This is an optimization exercise on Yosys and OpenROAD, whose aim is small area and a short achievable clock period, not a production implementation. Only simulation tests tie the RTL to the original design; equivalence was not proved. Power and IR drop assume default switching activity.

== run A ==
==> flow/design.v (excerpt) <==
module pocsag_rx (
    input  wire        clk,
    input  wire        rst,
    input  wire        in_valid,
    input  wire [15:0] in_sample,
    output reg         pre_found,
    output reg         sync_found,
    output wire        out_valid,
    output wire [3:0]  out_index,
    output wire [31:0] out_word,
    output wire        out_fail,
    output wire        out_addr
);
==> flow/config.mk <==
export PLATFORM = sky130hd
export DESIGN_NAME = pocsag_rx
export DESIGN_NICKNAME = pocsag_rx
export VERILOG_FILES = /design/flow/design.v
export SDC_FILE = /design/flow/constraint.sdc
export NUM_CORES = 4
export LEC_CHECK = 0
export CAP_MARGIN = 20
export CORE_MARGIN = 2
export CORE_UTILIZATION = 40
export SLEW_MARGIN = 20
export SYNTH_HIERARCHICAL = 1
==> flow/constraint.sdc <==
create_clock -name core_clock -period 12.0 [get_ports {clk}]
set_input_delay 2.4000 -clock core_clock [delete_from_list [all_inputs] [get_ports {clk}]]
set_output_delay 2.4000 -clock core_clock [all_outputs]
set_load 0.01 [all_outputs]
standard.sh (not shown) runs the stock make flow with config.mk's settings and CLKGATE_MAP_FILE= SYNTH_SCRIPT=/design/flow/synth_recipe.tcl, a recipe that flattens the netlist after the stock synthesis.
==> flow/flow/run.sh <==
#!/bin/bash
# The standard layout (standard synthesis and the ORFS steps unchanged),
# with one difference: the port buffers that buffer_ports inserts are
# sky130_fd_sc_hd__buf_4 instead of the cell it picks by default
# (clkdlybuf4s50_1, a delay cell). Every input and output port still gets
# its own buffer. make's output goes to standard.log; ORFS keeps each
# step's log under orfs/logs.
set -euo pipefail
export BUFFER_PORTS_ARGS="-buffer_cell sky130_fd_sc_hd__buf_4"
bash standard.sh > standard.log 2>&1
The flow did not stop early for run A: all stages ran, and the layout cleared the timing, design-rule and antenna checks.
What run B does differently from run A at the input level:
==> flow/run.sh (new file) <==
#!/bin/bash
# synth_recipe.tcl (not shown) runs the flow's synth.tcl, then flattens the netlist and writes it again
# the make line also repeats each setting of config.mk as NAME=value (left out here)
make -C /OpenROAD-flow-scripts/flow DESIGN_CONFIG=/design/flow/config.mk WORK_HOME=/design/flow/orfs CLKGATE_MAP_FILE= SYNTH_SCRIPT=/design/flow/synth_recipe.tcl finish
removed: flow/flow/run.sh
removed: flow/standard.sh
Results
Run B ends up with a required time of the worst setup path that is 0.07 ns higher than in run A. [run B vs run A] clock distribution power: lower in run B. The final reports for run B and run A show largest net degree at the start of global routing higher in the former. Run B vs run A, highest-delay cell along the critical path: sky130_fd_sc_hd__o21ai_1 vs sky130_fd_sc_hd__dfxtp_1. Run B reports a lower proportion of cell area occupied by multi-input gates than run A does. Run B: cell area after placement is 160 sq um higher than what run A reported. Total power draw for run B: 0.86% down relative to run A. Run B vs run A — critical path depth rose 3.
The following lists how run C was set up differently from run B:
==> flow/flow/run.sh (new file) <==
#!/bin/bash
# The standard layout (standard synthesis and the ORFS steps unchanged),
# with two differences:
# - the port buffers that buffer_ports inserts are sky130_fd_sc_hd__buf_4
#   instead of the cell it picks by default (clkdlybuf4s50_1, a delay
#   cell); every input and output port still gets its own buffer;
# - repair_timing works on every path with less than 9 ns of setup slack
#   (SETUP_SLACK_MARGIN), so it sizes up the gates on the critical paths.
#   The clock period and the constraints are the standard flow's own.
# make's output goes to standard.log; ORFS keeps each step's log under
# orfs/logs.
set -euo pipefail
export BUFFER_PORTS_ARGS="-buffer_cell sky130_fd_sc_hd__buf_4"
export SETUP_SLACK_MARGIN=9
bash standard.sh > standard.log 2>&1
==> flow/standard.sh (new file) <==
#!/bin/bash
# synth_recipe.tcl (not shown) runs the flow's synth.tcl, then flattens the netlist and writes it again
# the make line also repeats each setting of config.mk as NAME=value (left out here)
make -C /OpenROAD-flow-scripts/flow DESIGN_CONFIG=/design/flow/config.mk WORK_HOME=/design/flow/orfs CLKGATE_MAP_FILE= SYNTH_SCRIPT=/design/flow/synth_recipe.tcl "${@:-finish}"
removed: flow/run.sh
- Per the final summary, run C finished and its layout is clean on timing, DRC and antenna.
- Summary of run C over run B: total met3 wirelength after detailed routing shows an increase of about 17%; wire length of the first global-routing pass shows an increase of about 9%; placed standard-cell area shows an increase of 0.91%; met3 track utilization from global routing shows an increase of 0.23 points; via count shows an increase of about 6.4%.
- Compared run C vs run B, and worst hold margin is up in run C.
- In run C the top achievable clock speed turned out about 17% higher than in run B.
The following lists how run D was set up differently from run C:
--- a/flow/flow/run.sh
+++ b/flow/flow/run.sh
@@ -7 +7 @@
-# - repair_timing works on every path with less than 9 ns of setup slack
+# - repair_timing works on every path with less than 7 ns of setup slack
@@ -14 +14 @@
-export SETUP_SLACK_MARGIN=9
+export SETUP_SLACK_MARGIN=7
### Flow results
Run D ran to completion and came out clean on the timing, design-rule and antenna checks.
Delta (run D minus run C): overall power of the completed layout fell about 9%; weighted congestion at the end of routability-driven global placement -2.0%; clock latency on the worst-skew pair shows no meaningful change; combinational share of power now smaller; portion of total power attributed to the clock network rose 2.3 points.
Changes observed in run D relative to run C: final worst-path cycle share +1.4 points, met3 track demand over resource stayed essentially flat, final routed wirelength across all metal layers fell about 8%, overall routing resource usage dropped 1.3 points.
Run D vs run C on minimum clock period after layout: run D is the higher one.
Footprint of the multi-input gates down about 13% in run D wrt run C
## Diff of input files: run E against run D
--- a/flow/flow/run.sh
+++ b/flow/flow/run.sh
@@ -7 +7 @@
-# - repair_timing works on every path with less than 7 ns of setup slack
+# - repair_timing works on every path with less than 8 ns of setup slack
@@ -14 +14 @@
-export SETUP_SLACK_MARGIN=7
+export SETUP_SLACK_MARGIN=8
## What came out
- Run E against run D: worst setup slack now larger, post-route clock skew now smaller, clock network power share now smaller, peak ir drop on the vdd network now larger.

---

pocsag_rx, a different RTL version from the one above (not shown whole).
Size in the first run: roughly 2500 cells after synthesis, ~33000 sq um of cells after synthesis.
Settings: LEC_CHECK=0, CAP_MARGIN=20, CORE_MARGIN=2, CORE_UTILIZATION=40, CTS_BUF_LIST=sky130_fd_sc_hd__clkbuf_16, CTS_CLUSTER_DIAMETER=60, CTS_CLUSTER_SIZE=30, SLEW_MARGIN=20, SYNTH_HIERARCHICAL=1; clock period 12.0 ns.
==> flow/flow/run.sh <==
#!/bin/bash
# The standard layout (standard synthesis and the ORFS steps unchanged),
# with two differences:
# - the port buffers that buffer_ports inserts are sky130_fd_sc_hd__buf_4
#   instead of the cell it picks by default (clkdlybuf4s50_1, a delay
#   cell); every input and output port still gets its own buffer;
# - repair_timing works on every path with less than 8 ns of setup slack
#   (SETUP_SLACK_MARGIN), so it sizes up the gates on the critical paths.
#   The clock period and the constraints are the standard flow's own.
# make's output goes to standard.log; ORFS keeps each step's log under
# orfs/logs.
set -euo pipefail
export BUFFER_PORTS_ARGS="-buffer_cell sky130_fd_sc_hd__buf_4"
export SETUP_SLACK_MARGIN=8
bash standard.sh > standard.log 2>&1
Next try:
CTS_BUF_LIST = sky130_fd_sc_hd__clkbuf_8   (was sky130_fd_sc_hd__clkbuf_16)
CTS_CLUSTER_DIAMETER = 40   (was 60)
CTS_CLUSTER_SIZE = 14   (was 30)
Result: Routed wire length climbs by 1.2%; count of clock-buffer cells in the layout climbs by 45; cell area climbs by 0.43%; cell count climbs by 2.2%; die area is unchanged; setup slack improves by 0.080 ns; non-clock buffer count climbs by 2; global-route usage climbs by 0.19 points.
Next try:
CTS_BUF_LIST = sky130_fd_sc_hd__clkbuf_16   (was sky130_fd_sc_hd__clkbuf_8)
CTS_CLUSTER_DIAMETER = 50   (was 40)
CTS_CLUSTER_SIZE = 20   (was 14)
=>
- The new run completed with no timing, DRC or antenna violations
- final cell count shrinks by 1.0%
- cell area grows by about 0.9%
- non-clock buffer count grows by 2
- sequential power stays flat
- total power grows by about 3%
- count of clock-buffer cells in the layout shrinks by 21
- via count stays flat
- area after synthesis is unchanged
- worst setup slack loses 0.041 ns
- die area is unchanged
Next try:
CTS_BUF_LIST = sky130_fd_sc_hd__clkbuf_8   (was sky130_fd_sc_hd__clkbuf_16)
CTS_CLUSTER_DIAMETER = unset   (was 50)
CTS_CLUSTER_SIZE = unset   (was 20)
Effect: Clock skew went up by 0.014 ns. Flip-flop and latch count is unchanged. Non-clock buffer count went down by 1. Combinational power is about the same. Design area went down by 0.72%. Sequential power barely changes. Utilization went down by 0.33 points. Via count went up by about 1.5%. Register-to-register slack barely changes. Final cell count went up by 2.1%.

---

pocsag_rx, a different RTL version from the one above (not shown whole).
Size in the first run: about 2,700 cells after synthesis, ~60 I/O pins.
==> flow/design.v (excerpt) <==
module pocsag_rx (
    input  wire        clk,
    input  wire        rst,
    input  wire        in_valid,
    input  wire [15:0] in_sample,
    output wire        pre_found,
    output wire        sync_found,
    output wire        out_valid,
    output wire [3:0]  out_index,
    output wire [31:0] out_word,
    output wire        out_fail,
    output wire        out_addr
);
Settings: LEC_CHECK=0, CAP_MARGIN=20, CORE_MARGIN=2, CORE_UTILIZATION=40, CTS_BUF_LIST=sky130_fd_sc_hd__clkbuf_8, SLEW_MARGIN=20, SYNTH_HIERARCHICAL=1; clock period 12.0 ns.
==> flow/flow/run.sh <==
#!/bin/bash
# The standard layout (standard synthesis and the ORFS steps unchanged),
# with two differences:
# - the port buffers that buffer_ports inserts are sky130_fd_sc_hd__buf_4
#   instead of the cell it picks by default (clkdlybuf4s50_1, a delay
#   cell); every input and output port still gets its own buffer;
# - repair_timing works on every path with less than 8.5 ns of setup slack
#   (SETUP_SLACK_MARGIN), so it sizes up the gates on the critical paths.
#   The clock period and the constraints are the standard flow's own.
# make's output goes to standard.log; ORFS keeps each step's log under
# orfs/logs.
set -euo pipefail
export BUFFER_PORTS_ARGS="-buffer_cell sky130_fd_sc_hd__buf_4"
export SETUP_SLACK_MARGIN=8.5
bash standard.sh > standard.log 2>&1
Edit:
--- a/flow/flow/run.sh
+++ b/flow/flow/run.sh
@@ -7 +7 @@
-# - repair_timing works on every path with less than 8.5 ns of setup slack
+# - repair_timing works on every path with less than 8 ns of setup slack
@@ -14 +14 @@
-export SETUP_SLACK_MARGIN=8.5
+export SETUP_SLACK_MARGIN=8
- CORE_UTILIZATION: 40 -> 55
What happened: The new run completed without violations. Design area drops by 4.9%. Register-to-register slack is about the same. Global-route usage climbs by 5.4 points. Synthesized area is unchanged. Clock-buffer cell count climbs by 5. Maximum frequency drops by 1.6%. Critical path depth does not change.

## separate check: timing with driven ports
The results above use ideal ports. As a check the final layouts listed here were re-extracted and re-timed, cells and wires unchanged.
Step 1: set_driving_cell puts a clkbuf_16 on clk and a buf_2 on each other input, an assumption about the parent block.
Step 2 adds t to the input delays and takes it off the output delays; t is the mean of the earliest and latest rising clock arrival at the registers after step 1. Input paths then give back, and output paths get back, about the clock's delay inside the block.
Slacks: no drivers / after step 1 / after step 2; pairs: no drivers / after step 1.
| run | shift t [ns] | setup slack, ns | worst hold slack (ns) | worst setup path after step 2 |
|---|---|---|---|---|
| run A | 0.667 | 6.625 / 6.625 / 6.083 | 0.391 / 0.391 / 0.391 | input to register |
| run B | 0.673 | 6.642 / 6.642 / 6.102 | 0.386 / 0.386 / 0.386 | input to register |
| run C | 0.683 | 7.426 / 7.401 / 6.717 | 0.397 / 0.397 / 0.397 | input to register |
| run D | 0.688 | 7.259 / 7.260 / 6.573 | 0.393 / 0.393 / 0.393 | input to register |
| run E | 0.686 | 7.533 / 7.485 / 6.799 | 0.404 / 0.404 / 0.404 | input to register |
| the first run of note 2 | 0.683 | 8.065 / 8.034 / 7.350 | 0.374 / 0.374 / 0.374 | input to register |
| the second run of note 2 | 0.747 | 8.144 / 8.032 / 7.285 | 0.391 / 0.391 / 0.391 | input to register |
| the third run of note 2 | 0.669 | 8.103 / 7.999 / 7.330 | 0.401 / 0.401 / 0.401 | input to register |
| the fourth run of note 2 | 0.770 | 8.150 / 8.097 / 7.326 | 0.388 / 0.388 / 0.388 | input to register |
| the first run of note 3 | 0.775 | 7.941 / 7.881 / 7.106 | 0.391 / 0.391 / 0.391 | input to register |
| the second run of note 3 | 0.791 | 7.877 / 7.795 / 7.004 | 0.388 / 0.388 / 0.388 | input to register |
After both steps every run listed still meets setup and hold. The setup slack of the second run of note 3, which loses most, moves by -0.082 ns with the drivers and by -0.873 ns with both steps.
